Background: an optimization exercise with open tools, aiming at small area and a short achievable clock period. Do not read the settings as production practice.
RTL that was checked went through simulation tests only; none was proved equivalent to the original.
Power figures rest on the tool's default switching activity, not on a simulated workload.

## hpf
module hpf (
    input  wire        clk,
    input  wire        rst,           
    input  wire        op_valid,
    output wire        op_ready,
    input  wire [3:0]  op_sel,
    input  wire [7:0]  op_cmd,        
    input  wire [7:0]  op_plen,       
    input  wire [8:0]  op_flen,       
    input  wire [15:0] op_alg,        
    input  wire        pl_valid,
    input  wire [7:0]  pl_data,
    output wire        pl_ready,
    output wire        tx_valid,
    output wire [7:0]  tx_data,
    input  wire        tx_ready,
    input  wire        rx_valid,
    input  wire        rx_timeout,
    input  wire [7:0]  rx_data,
    output wire        rx_ready,
    output reg         done,
    output wire        busy,
    output reg  [2:0]  session,
    output wire [15:0] mode,
    output reg         mode_valid,
    output reg  [2:0]  res_kind,
    output reg         fb_valid,
    output wire [8:0]  fb_len,
    output reg         info_valid,
    output wire [7:0]  info_n,
    output reg  [15:0] info_pkt,
    output reg  [15:0] info_id,
    output reg  [7:0]  det_count,
    output reg  [3:0]  err_cause,
    output reg  [8:0]  err_len,
    output reg         close_strobe,
    output reg         det_valid,
    output wire [7:0]  det_kind,
    output wire [15:0] det_ax,
    output wire [15:0] det_ay,
    output wire [15:0] det_bx,
    output wire [15:0] det_by
);
    localparam [3:0] OP_OPEN = 4'h1, OP_SEND = 4'h2, OP_READ_FRAME = 4'h3,
                     OP_READ_RESP = 4'h4, OP_KNOCK = 4'h5, OP_SET_MODE = 4'h6,
                     OP_POLL = 4'h7, OP_CLOSE = 4'h8;
  ...
Size in the first run: about 850 cells after synthesis, ~210 flip-flops, roughly 250 I/O pins, roughly 9600 µm² of cells after synthesis.
export LEC_CHECK = 0
export CAP_MARGIN = 20
export CORE_MARGIN = 2
export CORE_UTILIZATION = 35
export SETUP_SLACK_MARGIN = 3.5
export SLEW_MARGIN = 20
create_clock -name core_clock -period 6.0 [get_ports {clk}]
standard.sh (not shown) runs the stock make flow with config.mk's settings and CLKGATE_MAP_FILE= SYNTH_SCRIPT=/design/flow/synth_recipe.tcl, a recipe that flattens the netlist after the stock synthesis.
==> flow/flow/run.sh <==
#!/bin/bash
# The standard layout with two changes to how it is built:
#  - the buffers put on the ports are buf_1 cells (the standard flow picks clkdlybuf4s50_1,
#    a delay cell almost three times larger);
#  - clock tree synthesis adds no dummy loads to its nets.
set -euo pipefail
bash standard.sh "BUFFER_PORTS_ARGS=-buffer_cell sky130_fd_sc_hd__buf_1" \
  "CTS_ARGS=-sink_clustering_enable -repair_clock_nets -dont_use_dummy_load" \
  finish > standard_flow.log 2>&1
Edit:
--- a/flow/design.v
+++ b/flow/design.v
@@ -56,24 +56,23 @@
                      C_OK = 8'h2E;
     reg        busy_r, ordy_r;
     reg        st_admit, st_tx, st_rx, st_chk, st_fin;
     reg        tx_valid_r, tx_new, pl_ready_r;
     reg        rx_ready_r, rq_v;
     reg        o_open, o_send, o_rdfr, o_rdrs, o_knock, o_setm, o_poll, o_close;
-    reg        o_txop;              
     reg        alg_big;             
     reg [2:0]  alg_q;
     reg [2:0]  ph;                  
     reg [7:0]  tx_data_r;
     reg [7:0]  sum;                 
     reg        rq_t;
     reg [7:0]  rq_d;                
     reg [8:0]  idx;                 
     reg [8:0]  len;
     reg        lastq;               
-    reg        pfx_bad, sum_ok, len0;
+    reg        pfx_bad, len0;
     reg        c_ok, c_info, c_det, c_known, c_b0;
     reg        more;                
     reg        dlast;               
     reg [7:0]  sb [0:7];            
     reg [2:0]  mode_r;
     assign op_ready = ordy_r;
@@ -90,12 +89,13 @@
     assign det_ay   = {sb[3], sb[2]};
     assign det_bx   = {sb[5], sb[4]};
     assign det_by   = {sb[7], sb[6]};
     wire accept   = ordy_r && op_valid;
     wire o_resp   = o_rdrs || o_poll;
     wire o_ack    = o_knock || o_setm;
+    wire o_txop   = o_send || o_knock || o_setm || o_poll;
     wire reserved = !(o_open || o_send || o_rdfr || o_rdrs || o_knock || o_setm ||
                       o_poll || o_close);
     wire s_uninit = (session == SS_UNINIT);
     wire s_act    = (session == SS_CONN) || (session == SS_MODESET) || (session == SS_POLLING);
     wire s_mp     = (session == SS_MODESET) || (session == SS_POLLING);
     wire state_ok = o_open ? s_uninit : o_poll ? s_mp : s_act;
@@ -120,17 +120,18 @@
     end
     wire rx_to   = st_rx && rq_v && rq_t;
     wire rx_done = st_rx && rq_v && !rq_t && lastq;
     reg  [7:0] pfx_byte;
     always @* begin
         case (idx[1:0])
-            2'd1:    pfx_byte = 8'h55;
-            2'd2:    pfx_byte = 8'hAA;
+            2'd0:    pfx_byte = 8'h55;
+            2'd1:    pfx_byte = 8'hAA;
             default: pfx_byte = 8'h11;
         endcase
     end
+    wire sum_ok   = (sum == {rq_d[6:0], 1'b0});
     wire frame_ok = !pfx_bad && sum_ok;
     wire ack_ok   = len0 && c_ok;
     wire chk_cont = frame_ok && o_resp && (more ? (c_det && !dlast) : (c_info && (sb[0] != 8'd0)));
     wire chk_err  = !frame_ok || (o_ack && !ack_ok) ||
                     (o_resp && (more ? !c_det : !c_known));
     reg  [2:0] chk_res;
@@ -241,14 +242,12 @@
             o_rdfr   <= (op_sel == OP_READ_FRAME);
             o_rdrs   <= (op_sel == OP_READ_RESP);
             o_knock  <= (op_sel == OP_KNOCK);
             o_setm   <= (op_sel == OP_SET_MODE);
             o_poll   <= (op_sel == OP_POLL);
             o_close  <= (op_sel == OP_CLOSE);
-            o_txop   <= (op_sel == OP_SEND) || (op_sel == OP_KNOCK) || (op_sel == OP_SET_MODE) ||
-                        (op_sel == OP_POLL);
             alg_big  <= (op_alg[15:3] != 13'd0) || (op_alg[2:0] == 3'd7);
             alg_q    <= op_alg[2:0];
             case (op_sel)
                 OP_SEND:     idx <= {1'b0, op_cmd};
                 OP_KNOCK:    idx <= {1'b0, C_KNOCK};
                 OP_SET_MODE: idx <= {1'b0, C_SET_ALG};
@@ -283,41 +282,40 @@
             rq_d <= rx_data;
         else if (ordy_r)
             rq_d <= (op_sel == OP_SEND) ? op_plen : (op_sel == OP_SET_MODE) ? 8'd2 : 8'd0;
         else if (tx_idle && tx_pay)
             rq_d <= rq_d - 8'd1;
         rq_t  <= rx_timeout;
-        lastq <= (idx == len);
+        lastq <= (idx + 9'd1 == len);
         dlast <= (det_count + 8'd1 == info_pkt[7:0]);
         if (!st_rx) begin
             pfx_bad <= 1'b0;
         end else if (rq_v) begin
-            if (idx < 9'd4 && rq_d != pfx_byte)
+            if (idx < 9'd3 && rq_d != pfx_byte)
                 pfx_bad <= 1'b1;
         end
         if (ordy_r)
             ;    
         else if (st_rx) begin
             if (rq_v)
                 idx <= idx + 9'd1;
         end else if (!((st_admit && o_txop) || (st_tx && ph != 3'd6)))
-            idx <= 9'd1;
+            idx <= 9'd0;
         if (rq_v) begin
-            sum_ok <= (rq_d == sum);
-            if (idx == 9'd4)
+            if (idx == 9'd3)
                 len0 <= (rq_d == 8'd0);
-            if (idx == 9'd5) begin
+            if (idx == 9'd4) begin
                 c_ok    <= (rq_d == C_OK);
                 c_info  <= (rq_d == C_INFO);
                 c_det   <= (rq_d == C_BLOCK) || (rq_d == C_ARROW);
                 c_known <= (rq_d == C_REQUEST) || (rq_d == C_INFO) || (rq_d == C_BLOCK) ||
                            (rq_d == C_ARROW) || (rq_d == C_KNOCK) || (rq_d == C_SET_ALG) ||
                            (rq_d == C_OK);
                 c_b0    <= rq_d[0];
             end
-            if (idx < 9'd14) begin
+            if (idx < 9'd13) begin
                 sb[0] <= sb[1]; sb[1] <= sb[2]; sb[2] <= sb[3]; sb[3] <= sb[4];
                 sb[4] <= sb[5]; sb[5] <= sb[6]; sb[6] <= sb[7]; sb[7] <= rq_d;
             end
         end
         if (setm_ev)
             mode_r <= alg_q;
=>
- The new run completed without violations
- combinational power stays flat
- final area goes down by 1.4%
- clock-buffer cell count stays the same
- sequential cell count goes down by 2
- via count goes down by 1.4%
- global-route usage goes down by 0.81 points
- setup slack stays flat
- core utilization goes down by 0.35 points
- power goes down by 0.76%
- clock skew goes up by 0.012 ns
- maximum frequency is about the same
- die area goes down by 0.89%
- routed wire length goes down by 4.6%
- non-clock buffer count goes down by 1
Only the layout flow was run in the first run of this note; the RTL was not checked for function there.

========
hpf, a different RTL version from the one above (not shown whole).
Size: ~860 cells after synthesis, about 0.0096 sq mm of cells after synthesis.
clock: 6.0 ns
lec_check: 0
cap_margin: 20
core_margin: 2
core_utilization: 40
setup_slack_margin: 3.5
slew_margin: 20
Scripts as last shown in full above: flow/flow/run.sh
Change:
--- a/flow/design.v
+++ b/flow/design.v
@@ -120,14 +120,14 @@
     end
     wire rx_to   = st_rx && rq_v && rq_t;
     wire rx_done = st_rx && rq_v && !rq_t && lastq;
     reg  [7:0] pfx_byte;
     always @* begin
         case (idx[1:0])
-            2'd1:    pfx_byte = 8'h55;
-            2'd2:    pfx_byte = 8'hAA;
+            2'd0:    pfx_byte = 8'h55;
+            2'd1:    pfx_byte = 8'hAA;
             default: pfx_byte = 8'h11;
         endcase
     end
     wire sum_ok   = (sum == {rq_d[6:0], 1'b0});
     wire frame_ok = !pfx_bad && sum_ok;
     wire ack_ok   = len0 && c_ok;
@@ -282,40 +282,40 @@
             rq_d <= rx_data;
         else if (ordy_r)
             rq_d <= (op_sel == OP_SEND) ? op_plen : (op_sel == OP_SET_MODE) ? 8'd2 : 8'd0;
         else if (tx_idle && tx_pay)
             rq_d <= rq_d - 8'd1;
         rq_t  <= rx_timeout;
-        lastq <= (idx == len);
+        lastq <= (idx + 9'd1 == len);
         dlast <= (det_count + 8'd1 == info_pkt[7:0]);
         if (!st_rx) begin
             pfx_bad <= 1'b0;
         end else if (rq_v) begin
-            if (idx < 9'd4 && rq_d != pfx_byte)
+            if (idx < 9'd3 && rq_d != pfx_byte)
                 pfx_bad <= 1'b1;
         end
         if (ordy_r)
             ;    
         else if (st_rx) begin
             if (rq_v)
                 idx <= idx + 9'd1;
         end else if (!((st_admit && o_txop) || (st_tx && ph != 3'd6)))
-            idx <= 9'd1;
+            idx <= 9'd0;
         if (rq_v) begin
-            if (idx == 9'd4)
+            if (idx == 9'd3)
                 len0 <= (rq_d == 8'd0);
-            if (idx == 9'd5) begin
+            if (idx == 9'd4) begin
                 c_ok    <= (rq_d == C_OK);
                 c_info  <= (rq_d == C_INFO);
                 c_det   <= (rq_d == C_BLOCK) || (rq_d == C_ARROW);
                 c_known <= (rq_d == C_REQUEST) || (rq_d == C_INFO) || (rq_d == C_BLOCK) ||
                            (rq_d == C_ARROW) || (rq_d == C_KNOCK) || (rq_d == C_SET_ALG) ||
                            (rq_d == C_OK);
                 c_b0    <= rq_d[0];
             end
-            if (idx < 9'd14) begin
+            if (idx < 9'd13) begin
                 sb[0] <= sb[1]; sb[1] <= sb[2]; sb[2] <= sb[3]; sb[3] <= sb[4];
                 sb[4] <= sb[5]; sb[5] <= sb[6]; sb[6] <= sb[7]; sb[7] <= rq_d;
             end
         end
         if (setm_ev)
             mode_r <= alg_q;
=> The changed run completed without violations. Utilization goes down by 0.28 points. Sequential cell count is unchanged. Die area goes down by 0.41%. Worst setup slack gets better by 100 ps. Sequential share of layout area came out higher by 0.41 points. Area after synthesis is lower by 0.42%. Total power drops by 1.9%. Routed wire length is higher by 0.88%. Count of clock-buffer cells in the layout is unchanged. Synthesized cell count drops by 0.35%.
Function not checked in the first run of this note: the RTL went through the layout flow alone.

afterwards: timing with drivers on the ports:
Ports are ideal in the flow. The routed layouts listed here were re-timed in OpenROAD. Step 1 (the two cells are an assumption about what drives the block):
set clk [get_ports {clk}]
set_driving_cell -lib_cell sky130_fd_sc_hd__clkbuf_16 $clk
set_driving_cell -lib_cell sky130_fd_sc_hd__buf_2 [delete_from_list [all_inputs] $clk]
Step 2 times the ports against the registers' clock, not the clock port: input delays grow and output delays shrink by t, the midpoint of the rising clock arrivals with the driver on. a / b / c = ideal / step 1 / step 2; a / b = the first two.
run	t (ns)	slack for setup (ns)	worst setup path after step 2	latest minus earliest clock arrival (ns)	worst slew at a driven data input, ns
the first run of note 1	0.540	3.572 / 3.525 / 3.209	input to register	0.029 / 0.029	0.05
the second run of note 1	0.542	3.570 / 3.525 / 3.153	input to register	0.040 / 0.040	0.06
the first run of note 2	0.541	3.454 / 3.407 / 3.198	input to register	0.024 / 0.024	0.06
the second run of note 2	0.543	3.554 / 3.509 / 3.225	input to register	0.042 / 0.042	0.04
After both steps setup and hold are still met in every run listed. The setup slack of the second run of note 1, which loses most, moves by -0.045 ns with the drivers and by -0.417 ns with both steps.
